This design comes from an exercise in tuning for small area, a short achievable clock period and few clock cycles on the open sky130 flow, not from production work.
The RTL was checked by simulation tests, not by an equivalence proof against the original design.
Power figures rest on the tool's default switching activity, not on a simulated workload.

Setup of the baseline:
Design nes_bankbus, start of the top module:
module nes_bankbus (
    input             clk,
    input             rst,
    input      [7:0]  cfg_song,
    input      [7:0]  cfg_region,
    input      [15:0] cfg_init_addr,
    input      [15:0] cfg_play_addr,
    input      [15:0] cfg_load_addr,
    input      [15:0] cfg_vec_nmi,
    input      [15:0] cfg_vec_irq,
    input      [63:0] cfg_bank_init,
    input      [20:0] cfg_file_len,
    input             req_valid,
    output reg        req_ready,
    input      [1:0]  req_op,       
    input      [15:0] req_addr,
    input      [7:0]  req_wdata,
    output reg        resp_valid,
    output reg [7:0]  resp_rdata,
    output reg        resp_err,
    output reg        fault,
    output reg        fault_io,
    output reg        apu_valid,
    output     [15:0] apu_addr,
    output     [7:0]  apu_data,
    output reg        mem_en,
    output reg        mem_we,
    output reg [16:0] mem_addr,
    output reg [7:0]  mem_wdata,
    input      [7:0]  mem_rdata,
    output reg        file_en,
    output reg [20:0] file_addr,
    input      [7:0]  file_rdata,
    input             file_bad
);
    localparam S_IDLE = 0;    
    localparam S_BRD  = 1;    
    localparam S_RD1  = 2;    
    localparam S_RD2  = 3;    
    localparam S_BW0  = 4;    
    localparam S_BW1  = 5;    
    localparam S_BW2  = 6;    
    localparam S_BW3  = 7;    
    localparam S_ZST  = 8;    
    localparam S_ZERO = 9;    
    localparam S_LBS  = 10;   
    localparam S_SRCH = 11;   
    localparam S_FILL = 12;   
    localparam S_FEND = 13;   
    localparam S_DEC  = 14;   
    localparam S_EVS  = 15;   
    localparam NS = 16;
    reg [NS-1:0] st;
    reg [NS-1:0] nst;
    reg        rst_q;            
    reg [2:0]  kreg;             
    reg        lb_init;          
    reg        banked;           
    reg        flat;             
    reg        ffirst;           
    reg        err;              
    reg        sgn;              
    reg [3:0]  cs;               
  ...
==> flow/config.mk <==
export PLATFORM = sky130hd
export DESIGN_NAME = nes_bankbus
export DESIGN_NICKNAME = nes_bankbus
export VERILOG_FILES = /design/flow/design.v
export SDC_FILE = /design/flow/constraint.sdc
export NUM_CORES = 4
export LEC_CHECK = 0
export ABC_AREA = 1
export CAP_MARGIN = 20
export CORE_MARGIN = 2
export CORE_UTILIZATION = 40
export PLACE_DENSITY = 0.6
export SLEW_MARGIN = 20
==> flow/constraint.sdc <==
create_clock -name core_clock -period 12.0 [get_ports {clk}]
set_input_delay 2.4000 -clock core_clock [delete_from_list [all_inputs] [get_ports {clk}]]
set_output_delay 2.4000 -clock core_clock [all_outputs]
set_load 0.01 [all_outputs]
standard.sh (not shown) runs the stock make flow with config.mk's settings and CLKGATE_MAP_FILE= SYNTH_SCRIPT=/design/flow/synth_recipe.tcl, a recipe that flattens the netlist after the stock synthesis.
==> flow/flow/run.sh <==
#!/bin/bash
# Standard ORFS layout, but the input and output port buffers are buf_1 cells
# instead of the default delay buffers, the clock tree uses clkbuf_8 buffers
# in clusters of 12 sinks without dummy loads, and timing repair aims for
# 8.5 ns of setup slack at the design's 12 ns clock. Each tool's output goes
# to a log here.
set -o pipefail
bash standard.sh "BUFFER_PORTS_ARGS=-buffer_cell sky130_fd_sc_hd__buf_1" \
  "CTS_ARGS=-sink_clustering_enable -repair_clock_nets -buf_list sky130_fd_sc_hd__clkbuf_8 -root_buf sky130_fd_sc_hd__clkbuf_8 -dont_use_dummy_load -sink_clustering_size 12" \
  "SETUP_SLACK_MARGIN=8.5" \
  finish > standard.log 2>&1
Testbench counts of the baseline, summed over its fixed seeds: cycles 545,789.
Input changes introduced in the candidate (baseline for comparison: the baseline):
- removing ABC_AREA (formerly 1)
==> flow/flow/run.sh <==
#!/bin/bash
# Standard ORFS layout, but the input and output port buffers are buf_1 cells
# instead of the default delay buffers, the clock tree uses clkbuf_8 buffers
# in clusters of 14 sinks without dummy loads, and timing repair aims for
# 8.4 ns of setup slack at the design's 12 ns clock. Each tool's output goes
# to a log here.
set -o pipefail
bash standard.sh "BUFFER_PORTS_ARGS=-buffer_cell sky130_fd_sc_hd__buf_1" \
  "CTS_ARGS=-sink_clustering_enable -repair_clock_nets -buf_list sky130_fd_sc_hd__clkbuf_8 -root_buf sky130_fd_sc_hd__clkbuf_8 -dont_use_dummy_load -sink_clustering_size 14 -sink_clustering_max_diameter 70" \
  "SETUP_SLACK_MARGIN=8.4" \
  finish > standard.log 2>&1
### Flow results
The candidate vs. the baseline: power share of the combinational group +1.4 points; final count of negative-setup-slack endpoints closely matched the old numbers; clock share of power has decreased.
Against the baseline, the candidate reports a utilization after layout that is lower.
In terms of worst hold margin, the baseline and the candidate differ only marginally.

---

## run 1
Another version of the RTL of nes_bankbus (not shown whole).
Size in the first run: roughly 1900 cells after synthesis, about 180 flip-flops, roughly 13000 sq um of cells after synthesis.
// nes_bankbus
module nes_bankbus (
    input             clk,
    input             rst,
    input      [7:0]  cfg_song,
    input      [7:0]  cfg_region,
    input      [15:0] cfg_init_addr,
    input      [15:0] cfg_play_addr,
    input      [15:0] cfg_load_addr,
    input      [15:0] cfg_vec_nmi,
    input      [15:0] cfg_vec_irq,
    input      [63:0] cfg_bank_init,
    input      [20:0] cfg_file_len,
    input             req_valid,
    output reg        req_ready,
    input      [1:0]  req_op,       
    input      [15:0] req_addr,
    input      [7:0]  req_wdata,
    output reg        resp_valid,
    output reg [7:0]  resp_rdata,
    output reg        resp_err,
    output reg        fault,
    output reg        fault_io,
    output reg        apu_valid,
    output     [15:0] apu_addr,
    output     [7:0]  apu_data,
    output reg        mem_en,
    output reg        mem_we,
    output reg [16:0] mem_addr,
    output reg [7:0]  mem_wdata,
    input      [7:0]  mem_rdata,
    output reg        file_en,
    output reg [20:0] file_addr,
    input      [7:0]  file_rdata,
    input             file_bad
);
==> flow/config.mk <==
export PLATFORM = sky130hd
export DESIGN_NAME = nes_bankbus
export DESIGN_NICKNAME = nes_bankbus
export VERILOG_FILES = /design/flow/design.v
export SDC_FILE = /design/flow/constraint.sdc
export NUM_CORES = 4
export LEC_CHECK = 0
export ABC_AREA = 1
export CAP_MARGIN = 20
export CORE_MARGIN = 2
export CORE_UTILIZATION = 40
export PLACE_DENSITY = 0.6
export SLEW_MARGIN = 20
==> flow/constraint.sdc <==
create_clock -name core_clock -period 12.0 [get_ports {clk}]
set_input_delay 2.4000 -clock core_clock [delete_from_list [all_inputs] [get_ports {clk}]]
set_output_delay 2.4000 -clock core_clock [all_outputs]
set_load 0.01 [all_outputs]
==> flow/flow/run.sh <==
#!/bin/bash
# Standard ORFS layout, but the input and output port buffers are buf_1 cells
# instead of the default delay buffers, the clock tree uses clkbuf_8 buffers
# in clusters of 12 sinks without dummy loads, and timing repair aims for
# 8.6 ns of setup slack at the design's 12 ns clock. Each tool's output goes
# to a log here.
set -o pipefail
bash standard.sh "BUFFER_PORTS_ARGS=-buffer_cell sky130_fd_sc_hd__buf_1" \
  "CTS_ARGS=-sink_clustering_enable -repair_clock_nets -buf_list sky130_fd_sc_hd__clkbuf_8 -root_buf sky130_fd_sc_hd__clkbuf_8 -dont_use_dummy_load -sink_clustering_size 12" \
  "SETUP_SLACK_MARGIN=8.6" \
  finish > standard.log 2>&1
Run 1 finished every step from synthesis to the final layout, and the layout passed the timing, design-rule and antenna checks.
Testbench counts of run 1, summed over its fixed seeds: cycles 803,648.
diff inputs: run 1 => run 2
==> flow/flow/run.sh <==
#!/bin/bash
# Standard ORFS layout, but the input and output port buffers are buf_2 cells
# instead of the default delay buffers, the clock tree uses clkbuf_8 buffers
# in clusters of 12 sinks without dummy loads, and timing repair aims for
# 8.9 ns of setup slack at the design's 12 ns clock. Each tool's output goes
# to a log here.
set -o pipefail
bash standard.sh "BUFFER_PORTS_ARGS=-buffer_cell sky130_fd_sc_hd__buf_2" \
  "CTS_ARGS=-sink_clustering_enable -repair_clock_nets -buf_list sky130_fd_sc_hd__clkbuf_8 -root_buf sky130_fd_sc_hd__clkbuf_8 -dont_use_dummy_load -sink_clustering_size 12" \
  "SETUP_SLACK_MARGIN=8.9" \
  finish > standard.log 2>&1
==> run notes <==
- Changes observed in run 2 relative to run 1: wire length of the first global-routing pass barely changed, via count climbed 0.42%, post-route standard cell area excluding fillers climbed 8.0%, final setup slack of the worst path dropped 0.059 ns.
- Period utilization in run 2 is 0.49 points higher than in run 1
- The post-layout minimum cycle time number comes out higher for run 2 vs run 1.
- When run 2 is measured against run 1, its number of global-route vias before repair turns out 247 higher.
- Run 1 -> run 2: net total in the final layout increased slightly
- Routed wire length for run 2: 340 um up relative to run 1
- Delta(relative max-transition margin, run 2 - run 1) < 0
- Run 1 and run 2 ended up with roughly the same clock insertion delay at the later pin of the skew report.
Edits applied to the flow inputs when going from run 2 to run 3:
# run 2
export LEC_CHECK = 0
export ABC_AREA = 1
export CAP_MARGIN = 20
export CORE_MARGIN = 2
export CORE_UTILIZATION = 40
export PLACE_DENSITY = 0.6
export SLEW_MARGIN = 20
create_clock -name core_clock -period 12.0 [get_ports {clk}]
# run 3
export LEC_CHECK = 0
export CAP_MARGIN = 20
export CORE_MARGIN = 2
export CORE_UTILIZATION = 40
export PLACE_DENSITY = 0.6
export SLEW_MARGIN = 20
create_clock -name core_clock -period 12.0 [get_ports {clk}]
==> flow/flow/run.sh <==
#!/bin/bash
# Standard ORFS layout, but the input and output port buffers are buf_1 cells
# instead of the default delay buffers, the clock tree uses clkbuf_8 buffers
# in clusters of 12 sinks without dummy loads, and timing repair aims for
# 8.6 ns of setup slack at the design's 12 ns clock. Each tool's output goes
# to a log here.
set -o pipefail
bash standard.sh "BUFFER_PORTS_ARGS=-buffer_cell sky130_fd_sc_hd__buf_1" \
  "CTS_ARGS=-sink_clustering_enable -repair_clock_nets -buf_list sky130_fd_sc_hd__clkbuf_8 -root_buf sky130_fd_sc_hd__clkbuf_8 -dont_use_dummy_load -sink_clustering_size 12" \
  "SETUP_SLACK_MARGIN=8.6" \
  finish > standard.log 2>&1
Notes after the runs:
Run 2 was routed with more vias than run 3.
Worst setup path category: reg -> out -> run 2, in -> reg -> run 3
A launch point of the worst path of req_addr[15] is what run 3 shows, while mem_addr[0] belongs to run 2.
Run 3: synthesized cell count lower than run 2
The most common cell after layout, fill and taps aside comes out buf_1 in one run and nand2_1 in the other, namely in run 3 and run 2 respectively.
Area: run 3 vs run 2 -> run 3 smaller
Run 3 ended with less antenna diode count than run 2.
The final reports for run 3 and run 2 show initial standard-cell utilization of the core higher in the former.
Edits applied to the flow inputs when going from run 3 to run 4:
# run 3
export LEC_CHECK = 0
export CAP_MARGIN = 20
export CORE_MARGIN = 2
export CORE_UTILIZATION = 40
export PLACE_DENSITY = 0.6
export SLEW_MARGIN = 20
create_clock -name core_clock -period 12.0 [get_ports {clk}]
# run 4
export LEC_CHECK = 0
export ABC_AREA = 1
export CAP_MARGIN = 20
export CORE_MARGIN = 2
export CORE_UTILIZATION = 40
export PLACE_DENSITY = 0.6
export SLEW_MARGIN = 20
create_clock -name core_clock -period 12.0 [get_ports {clk}]
--- a/flow/flow/run.sh
+++ b/flow/flow/run.sh
@@ -1,3 +1,3 @@
 #!/bin/bash
-# Standard ORFS layout, but the input and output port buffers are buf_1 cells
+# Standard ORFS layout, but the input and output port buffers are buf_2 cells
 # instead of the default delay buffers, the clock tree uses clkbuf_8 buffers
@@ -7,3 +7,3 @@
 set -o pipefail
-bash standard.sh "BUFFER_PORTS_ARGS=-buffer_cell sky130_fd_sc_hd__buf_1" \
+bash standard.sh "BUFFER_PORTS_ARGS=-buffer_cell sky130_fd_sc_hd__buf_2" \
   "CTS_ARGS=-sink_clustering_enable -repair_clock_nets -buf_list sky130_fd_sc_hd__clkbuf_8 -root_buf sky130_fd_sc_hd__clkbuf_8 -dont_use_dummy_load -sink_clustering_size 12" \
--- outcome ---
- Run 3 completed end to end with timing, DRC and antenna clean.
- Run 4 | stages: all done | timing, DRC, antenna: all pass
- Run 3 -> run 4: global-route wire length before repair increased by a few percent
- Comparing run 3 and run 4, the lower minimum clock period after layout is on run 4.
- Any difference in worst-case clock skew between run 3 and run 4 is small enough to ignore.
- The run showing the greater instance count on the critical path is run 3.

==> separate check: timing with driven ports <==
In the flow no input, the clock included, has a driving cell. The finished layouts below were timed again as built, in two steps. Step 1, drivers: a clkbuf_16 drives clk and a buf_2 each remaining input, both assumed. Step 2 also shifts input and output timing later by t, the mid clock arrival at the registers, as if the neighbouring blocks saw the same clock. Slacks: ideal / step 1 / step 2; pairs: ideal / step 1.
run	t, ns	slack for setup (ns)	latest minus earliest clock arrival (ns)	slew at the worst register clock pin (ns)	pins driven straight from the clock port
the baseline	0.601	8.326 / 8.273 / 7.978	0.045 / 0.045	0.06 / 0.06	1
the candidate	0.591	8.299 / 8.246 / 7.965	0.048 / 0.048	0.10 / 0.10	1
run 1	0.521	8.444 / 8.394 / 8.136	0.050 / 0.050	0.12 / 0.12	1
run 2	0.530	8.386 / 8.333 / 8.368	0.038 / 0.037	0.11 / 0.11	1
run 3	0.516	8.362 / 8.339 / 7.854	0.043 / 0.043	0.10 / 0.10	1
run 4	0.513	8.431 / 8.378 / 8.191	0.038 / 0.038	0.11 / 0.11	1
After both steps setup and hold are still met in every run listed. For run 3, which loses most, drivers alone change the setup slack by -0.023 ns; drivers and shift together by -0.508 ns.
